This is an optimization exercise on Yosys and OpenROAD, whose aim is small area and a short achievable clock period, not a production implementation.
Only simulation tests tie the RTL to the original design; equivalence was not proved.

### design/flow/run.sh
#!/bin/bash
# synth_recipe.tcl (not shown) runs the flow's synth.tcl, then flattens the netlist and writes it again
# the make line also repeats each setting of config.mk as NAME=value (left out here)
make -C /OpenROAD-flow-scripts/flow DESIGN_CONFIG=/design/flow/config.mk WORK_HOME=/design/flow/orfs CLKGATE_MAP_FILE= SYNTH_SCRIPT=/design/flow/synth_recipe.tcl finish
### design/flow/config.mk
export PLATFORM = sky130hd
export DESIGN_NAME = rqp_colq
export DESIGN_NICKNAME = rqp_colq
export VERILOG_FILES = /design/flow/design.v
export SDC_FILE = /design/flow/constraint.sdc
export NUM_CORES = 4
export LEC_CHECK = 0
export CAP_MARGIN = 20
export CORE_MARGIN = 2
export CORE_UTILIZATION = 40
export SLEW_MARGIN = 20
### design/flow/constraint.sdc
create_clock -name core_clock -period 22.0 [get_ports {clk}]
set_input_delay 4.4000 -clock core_clock [delete_from_list [all_inputs] [get_ports {clk}]]
set_output_delay 4.4000 -clock core_clock [all_outputs]
set_load 0.01 [all_outputs]
### design/flow/design.v
module rqp_rq_lane (
    input  wire [7:0] s,
    input  wire [2:0] rot,     
    input  wire [7:0] m,       
    input  wire [7:0] c,       
    output wire [7:0] r
);
    wire [7:0] r1 = rot[0] ? {s[6:0],  s[7]}     : s;
    wire [7:0] r2 = rot[1] ? {r1[5:0], r1[7:6]}  : r1;
    wire [7:0] R  = rot[2] ? {r2[3:0], r2[7:4]}  : r2;
    wire [8:0] pc;
    wire [7:0] p;
    assign pc[0] = 1'b0;
    genvar i;
    generate
        for (i = 0; i < 8; i = i + 1) begin : add
            assign p[i]    = R[i] ^ c[i] ^ pc[i];
            assign pc[i+1] = (R[i] & c[i]) | (pc[i] & (R[i] ^ c[i]));
        end
    endgenerate
    wire p8 = pc[8];
    wire [8:0] cc;
    assign cc[0] = p8;
    generate
        for (i = 0; i < 8; i = i + 1) begin : cmp
            assign cc[i+1] = (p[i] & ~s[i]) | (cc[i] & (p[i] | ~s[i]));
        end
    endgenerate
    wire cout = cc[8];
    wire inc = p8 & cout;
    wire dec = ~p8 & ~cout;
    wire [7:0] h = R & m;
    wire [7:0] flip;
    assign flip[0] = inc | dec;
    generate
        for (i = 1; i < 8; i = i + 1) begin : id
            assign flip[i] = flip[i-1] & (h[i-1] ^ dec);
        end
    endgenerate
    assign r = h ^ flip;
endmodule
module rqp_vprng (
    input  wire         clk,
    input  wire         rst,
    input  wire         load,       
    input  wire [7:0]   seed,
    input  wire         step,       
    output wire [127:0] lanes       
);
    function [7:0] t753(input [7:0] x);
        reg [7:0] y;
        begin
            y = x ^ (x << 7);
            y = y ^ (y >> 5);
            y = y ^ (y << 3);
            t753 = y;
        end
    endfunction
    function [7:0] t771(input [7:0] x);
        reg [7:0] y;
        begin
            y = x ^ (x << 7);
            y = y ^ (y >> 7);
            y = y ^ (y << 1);
            t771 = y;
        end
    endfunction
    function [127:0] vec_init(input [7:0] sd);
        reg [7:0] y;
        integer i;
        begin
            y = sd;
            for (i = 0; i < 16; i = i + 1) begin
                vec_init[8*i +: 8] = y;
                y = t771(y);
            end
        end
    endfunction
    reg [127:0] pv;
    reg [127:0] pv_next;
    integer k;
    always @(*) begin
        for (k = 0; k < 16; k = k + 1)
            pv_next[8*k +: 8] = t753(pv[8*k +: 8]);
    end
    wire       ld = rst | load;
    wire [7:0] sd = rst ? 8'd128 : seed;
    always @(posedge clk) begin
        if (ld)
            pv <= vec_init(sd);
        else if (step)
            pv <= pv_next;
    end
    assign lanes = pv;
endmodule
module rqp_colq (
    input  wire         clk,
    input  wire         rst,         
    input  wire         seed_load,   
    input  wire [7:0]   seed,        
    input  wire         in_valid,
    input  wire [127:0] in_data,     
    input  wire [3:0]   in_bits,     
    input  wire         in_prob,     
    input  wire [31:0]  in_mult,
    output reg          out_valid,
    output reg  [127:0] out_data,
    output wire [31:0]  out_sum
);
    wire         draw = in_valid & in_prob & ~in_bits[3];
    wire [127:0] lanes;
    rqp_vprng u_prng (
        .clk   (clk),
        .rst   (rst),
        .load  (seed_load),
        .seed  (seed),
        .step  (draw),
        .lanes (lanes)
    );
    wire [7:0] mask = in_bits[3] ? 8'hFF : ((8'd1 << in_bits[2:0]) - 8'd1);
    wire [127:0] q;
    genvar g;
    generate
        for (g = 0; g < 16; g = g + 1) begin : lane
            wire [7:0] c = in_prob ? lanes[8*g +: 8] : 8'd128;
            rqp_rq_lane u_lane (
                .s    (in_data[8*g +: 8]),
                .rot  (in_bits[2:0]),
                .m    (mask),
                .c    (c),
                .r    (q[8*g +: 8])
            );
        end
    endgenerate
    reg [11:0] colsum;
    integer i;
    always @(*) begin
        colsum = 12'd0;
        for (i = 0; i < 16; i = i + 1)
            colsum = colsum + {4'd0, q[8*i +: 8]};
    end
    reg [11:0] r_sum;
    reg [31:0] r_mult;
    always @(posedge clk) begin
        if (rst)
            out_valid <= 1'b0;
        else
            out_valid <= in_valid;
        out_data <= q;
        r_sum    <= colsum;
        r_mult   <= in_mult;
    end
    assign out_sum = r_mult * {20'd0, r_sum};
endmodule
==> impl_results.html <==
<table>
<tr><th>Metric</th><th>Value</th></tr>
<tr><th colspan="2">Status</th></tr>
<tr><td>Status</td><td>timing/DRC/antenna clean</td></tr>
<tr><th colspan="2">Floorplan</th></tr>
<tr><td>Placeable core region</td><td>0.09291 mm2</td></tr>
<tr><td>Top-level port count</td><td>338</td></tr>
<tr><td>Horiz. Die Dim</td><td>309.5 um</td></tr>
<tr><td>Initial core utilization</td><td>40.17%</td></tr>
<tr><td>Die Footprint</td><td>0.09576 mm2</td></tr>
<tr><td>Height of the die</td><td>309.5 um</td></tr>
<tr><td>Number of placement rows</td><td>112</td></tr>
<tr><th colspan="2">Synthesis</th></tr>
<tr><td>Yosys Warn Count</td><td>2</td></tr>
<tr><td>Cell types occupying the most area after synthesis</td><td>sky130_fd_sc_hd__fa_1 (25%), sky130_fd_sc_hd__edfxtp_1 (10%), sky130_fd_sc_hd__dfxtp_1 (9.3%), sky130_fd_sc_hd__mux4_2 (7.7%), sky130_fd_sc_hd__xnor2_1 (6.5%)</td></tr>
<tr><td>Yosys cell types</td><td>84</td></tr>
<tr><td>Sequential cell area fraction in the yosys report</td><td>19.58%</td></tr>
<tr><td>Post-synth top area cell</td><td>sky130_fd_sc_hd__fa_1</td></tr>
<tr><td>Fraction of synthesized cell area taken by the top area cell type</td><td>24.62%</td></tr>
<tr><td>Post-Synthesis Net Count</td><td>4509</td></tr>
<tr><td>Async set or reset register ratio after synthesis</td><td>0%</td></tr>
<tr><td>Top FF cell, synth</td><td>sky130_fd_sc_hd__dfxtp_1</td></tr>
<tr><td>Cell count after synthesis</td><td>3770</td></tr>
<tr><td>Post-synth EDFFs</td><td>128</td></tr>
<tr><td>Synthesized cell area</td><td>0.03732 mm2</td></tr>
<tr><td>Post-synthesis average cell area</td><td>9.899 um2</td></tr>
<tr><td>Number of synthesized register bits</td><td>301</td></tr>
<tr><th colspan="2">Worst setup path</th></tr>
<tr><td>Largest fanout on the critical path</td><td>60</td></tr>
<tr><td>Setup crit start kind</td><td>input port</td></tr>
<tr><td>R2R cell count</td><td>44</td></tr>
<tr><td>Worst endpoint data arrival time</td><td>18180 ps</td></tr>
<tr><td>CP Class</td><td>in2reg</td></tr>
<tr><td>Critical Path Max Stage Delay</td><td>620 ps</td></tr>
<tr><td>Cell mode on critical path</td><td>sky130_fd_sc_hd__fa_1</td></tr>
<tr><td>Worst Setup End Kind</td><td>register</td></tr>
<tr><td>Data required time of the worst path</td><td>22540 ps</td></tr>
<tr><td>Slowest-stage cell, CP</td><td>sky130_fd_sc_hd__fa_1</td></tr>
<tr><th colspan="2">Clock network</th></tr>
<tr><td>Number of buffers inserted for hold repair after clock tree synthesis</td><td>0</td></tr>
<tr><td>Worst-path clk slew</td><td>50 ps</td></tr>
<tr><td>CTS buffer count</td><td>40</td></tr>
<tr><td>Number of setup buffers added after CTS</td><td>0</td></tr>
<tr><td>Buffers from clock root to sink, at most</td><td>3</td></tr>
<tr><td>Cts repair resizes</td><td>0</td></tr>
<tr><td>H-tree levels</td><td>2</td></tr>
<tr><td>Skew-Pair Late Insertion Delay</td><td>610 ps</td></tr>
<tr><td>Total clock sinks</td><td>301</td></tr>
<tr><td>Clk root buf</td><td>sky130_fd_sc_hd__clkbuf_16</td></tr>
<tr><td>CTS tree</td><td>yes</td></tr>
<tr><th colspan="2">STA</th></tr>
<tr><td>Endpoints failing hold</td><td>0</td></tr>
<tr><td>Final number of max-transition violations</td><td>0</td></tr>
<tr><td>RSZ-0062 raised after global routing</td><td>false</td></tr>
<tr><td>Final period utilization</td><td>80.15%</td></tr>
<tr><td>Number of setup violations in the final report</td><td>0</td></tr>
<tr><td>Setup TNS after final layout</td><td>0 ps</td></tr>
<tr><td>Final worst hold slack</td><td>695.2 ps</td></tr>
<tr><td>Tightest slew margin relative to the limit</td><td>27.42%</td></tr>
<tr><td>Maximum achievable frequency</td><td>56.71 MHz</td></tr>
<tr><td>Transition at the pin with the smallest max-transition slack</td><td>1089 ps</td></tr>
<tr><td>Clock period minus worst slack</td><td>17630 ps</td></tr>
<tr><td>Clock tree skew after final layout</td><td>27.85 ps</td></tr>
<tr><th colspan="2">Drt</th></tr>
<tr><td>Routed Wire Length</td><td>116600 um</td></tr>
<tr><td>Met1 layer wirelength in the final routing</td><td>49530 um</td></tr>
<tr><td>Via-to-Cell Ratio</td><td>5.227</td></tr>
<tr><td>Number of DRC violations after detailed-routing iteration 0</td><td>2276</td></tr>
<tr><td>Number of detailed-route iterations in the first pass</td><td>5</td></tr>
<tr><td>Routed length per placed instance</td><td>22.06 um</td></tr>
<tr><td>DRC violation count after routing</td><td>0</td></tr>
<tr><td>Top routing layer in use</td><td>met5</td></tr>
<tr><td>Vias after detailed routing</td><td>27640</td></tr>
<tr><td>Met3 WL</td><td>9213 um</td></tr>
<tr><td>Detailed-routed wire length on met2</td><td>54410 um</td></tr>
<tr><td>Count of antenna-violating nets left after detailed routing</td><td>0</td></tr>
<tr><th colspan="2">GRT</th></tr>
<tr><td>Vias in the first global route</td><td>27830</td></tr>
<tr><td>Tot GR Track Use</td><td>24.59%</td></tr>
<tr><td>Number of antenna violations at the first check in global routing</td><td>14</td></tr>
<tr><td>Maximum number of pins on one net before global-route repair</td><td>130</td></tr>
<tr><td>Gr ovfl total</td><td>0</td></tr>
<tr><td>First-pass GRT wire length</td><td>176000 um</td></tr>
<tr><th colspan="2">Layout</th></tr>
<tr><td>Layout cells sized above 1</td><td>10.34%</td></tr>
<tr><td>Total of fill cells in the finished design</td><td>8814</td></tr>
<tr><td>Layout area overhead</td><td>14.98%</td></tr>
<tr><td>Final layout net count</td><td>4732</td></tr>
<tr><th colspan="2">Place</th></tr>
<tr><td>Gpl congestion</td><td>0.9289</td></tr>
<tr><td>Final HPWL DP</td><td>96010 um</td></tr>
<tr><td>Count of input and output buffers</td><td>337</td></tr>
<tr><th colspan="2">Min path</th></tr>
<tr><td>Hold Path Cell Cnt</td><td>2</td></tr>
<tr><td>Type of the most critical hold path</td><td>reg2reg</td></tr>
<tr><th colspan="2">Job</th></tr>
<tr><td>Number of violations of the max-capacitance limit</td><td>0</td></tr>
</table>
==> sequential cells by signal, summed over array words and instances, names as in the netlist <==
signal / cells
out_data: 128
u_prng.pv: 128
r_mult: 32
r_sum: 12
out_valid: 1
==> through the flow <==
stage / cells / instance area [um2] / setup slack [ps] / utilization [%]
5_1_grt: 5283 / 42900 / 3609 / 46.17
3_5_place_dp: 5205 / 41610 / 3821 / 44.78
3_3_place_gp: 5205 / 41610 / 4044 / 44.78
6_report: 5287 / 42910 / 4367 / 46.18
4_1_cts: 5277 / 42880 / 4455 / 46.16
2_1_floorplan: 3770 / 37320 / 5362 / -
==> metal layers <==
layer,vias to the layer above,global-route usage (%)
met4,10,7.428
met2,1049,39.68
met5,-,0
li1,12490,-
met1,13930,33.65
met3,155,4.502
==> synthesized netlist by cell type, types with 13 or more instances <==
| cell | instances |
|---|---|
| sky130_fd_sc_hd__and3_1 | 13 |
| sky130_fd_sc_hd__o21a_1 | 19 |
| sky130_fd_sc_hd__clkbuf_1 | 107 |
| sky130_fd_sc_hd__buf_4 | 16 |
| sky130_fd_sc_hd__xor2_1 | 207 |
| sky130_fd_sc_hd__mux4_2 | 128 |
| sky130_fd_sc_hd__o21ai_0 | 96 |
| sky130_fd_sc_hd__buf_1 | 19 |
| sky130_fd_sc_hd__nor2b_1 | 51 |
| sky130_fd_sc_hd__or3_1 | 16 |
| sky130_fd_sc_hd__xnor2_1 | 278 |
| sky130_fd_sc_hd__nand3_1 | 15 |
| sky130_fd_sc_hd__a21oi_1 | 87 |
| sky130_fd_sc_hd__edfxtp_1 | 128 |
| sky130_fd_sc_hd__nor2_1 | 198 |
| sky130_fd_sc_hd__a21o_1 | 14 |
| sky130_fd_sc_hd__mux2i_1 | 43 |
| sky130_fd_sc_hd__nor3_1 | 24 |
| sky130_fd_sc_hd__inv_1 | 549 |
| sky130_fd_sc_hd__nand2_1 | 420 |
| sky130_fd_sc_hd__o21bai_1 | 13 |
| sky130_fd_sc_hd__fa_1 | 459 |
| sky130_fd_sc_hd__maj3_1 | 29 |
| sky130_fd_sc_hd__ha_1 | 103 |
| sky130_fd_sc_hd__and2_1 | 197 |
| sky130_fd_sc_hd__maj3_2 | 48 |
| sky130_fd_sc_hd__mux2_2 | 100 |
| sky130_fd_sc_hd__dfxtp_1 | 173 |
| sky130_fd_sc_hd__buf_2 | 29 |
| sky130_fd_sc_hd__nand2b_1 | 29 |
==> area by class of cell <==
class	count	area, um2	share of cell area [%]
well taps	1254	1569	3.657
repair buffers	367	3602	8.395
clock buffers	52	1066	2.484
diodes	10	25.02	0.05832
inverters	550	2064	4.811
multi-input cells	2733	27060	63.08
flip-flops and latches	301	7307	17.03
clock inverters	20	210.2	0.4899
==> worst max-delay path, delay by kind of cell <==
kind	cells	cell delay [ps]
adder cells (fa/ha/maj)	19	7990
multiplexers	2	1180
AO/OA/AOI/OAI	13	2530
AND/OR/NAND/NOR	3	700
XOR/XNOR	2	340
buffers and inverters	8	1010
==> cell families (layout without fill, tap and decap cells) <==
kind of cell / count (synthesis) / count (layout) / synth area share (%)
and+or+nand+nor: 1005 / 1005 / 12.77
buffers and inverters: 736 / 989 / 8.003
adders and majority gates: 639 / 639 / 30.30
xor gates and xnor gates: 498 / 498 / 12.07
AOI/OAI and AO/OA: 319 / 319 / 5.317
DFF: 301 / 301 / 19.58
muxes: 272 / 272 / 11.96
other: 0 / 10 / 0
==> final timing paths <==
| kind | slack, ps | startpoint | endpoint |
|---|---|---|---|
| min | 700 | u_prng.pv[34] | u_prng.pv[34] |
| max | 4370 | in_bits[0] | r_sum[11] |
| max reg2reg | 9430 | u_prng.pv[32] | r_sum[11] |
| min reg2reg | 700 | u_prng.pv[34] | u_prng.pv[34] |
==> layout by cell type (no fill, tap or decap), types with 40 or more instances in the layout <==
cell / instances
sky130_fd_sc_hd__a21oi_1: 86
sky130_fd_sc_hd__and2_1: 197
sky130_fd_sc_hd__ha_1: 103
sky130_fd_sc_hd__clkbuf_16: 40
sky130_fd_sc_hd__clkdlybuf4s50_1: 331
sky130_fd_sc_hd__dfxtp_1: 173
sky130_fd_sc_hd__o21ai_0: 96
sky130_fd_sc_hd__xor2_1: 207
sky130_fd_sc_hd__nor2b_1: 51
sky130_fd_sc_hd__nand2_1: 420
sky130_fd_sc_hd__maj3_2: 48
sky130_fd_sc_hd__edfxtp_1: 128
sky130_fd_sc_hd__mux2i_1: 43
sky130_fd_sc_hd__xnor2_1: 278
sky130_fd_sc_hd__fa_1: 459
sky130_fd_sc_hd__mux2_2: 100
sky130_fd_sc_hd__mux4_2: 128
sky130_fd_sc_hd__nor2_1: 197
sky130_fd_sc_hd__inv_1: 549

[re-timing with driven ports]
The results above use ideal ports. As a check the final layout listed here was re-extracted and re-timed, cells and wires unchanged. Step 1: set_driving_cell puts a clkbuf_16 on clk and a buf_2 on each other input, an assumption about the parent block. Step 2, shift: input delay + t, output delay - t, t = (earliest + latest rising clock arrival at the registers) / 2. This alone moves slack from input paths to output paths. Slacks: no drivers / after step 1 / after step 2; pairs: no drivers / after step 1.
t, ns: 0.661
slack for setup (ns): 4.367 / 4.397 / 3.736
worst setup path after step 2: input to register
slew at the worst register clock pin (ns): 0.06 / 0.06
After both steps this run still meets setup and hold. The setup slack of this run moves by +0.030 ns with the drivers and by -0.631 ns with both steps.
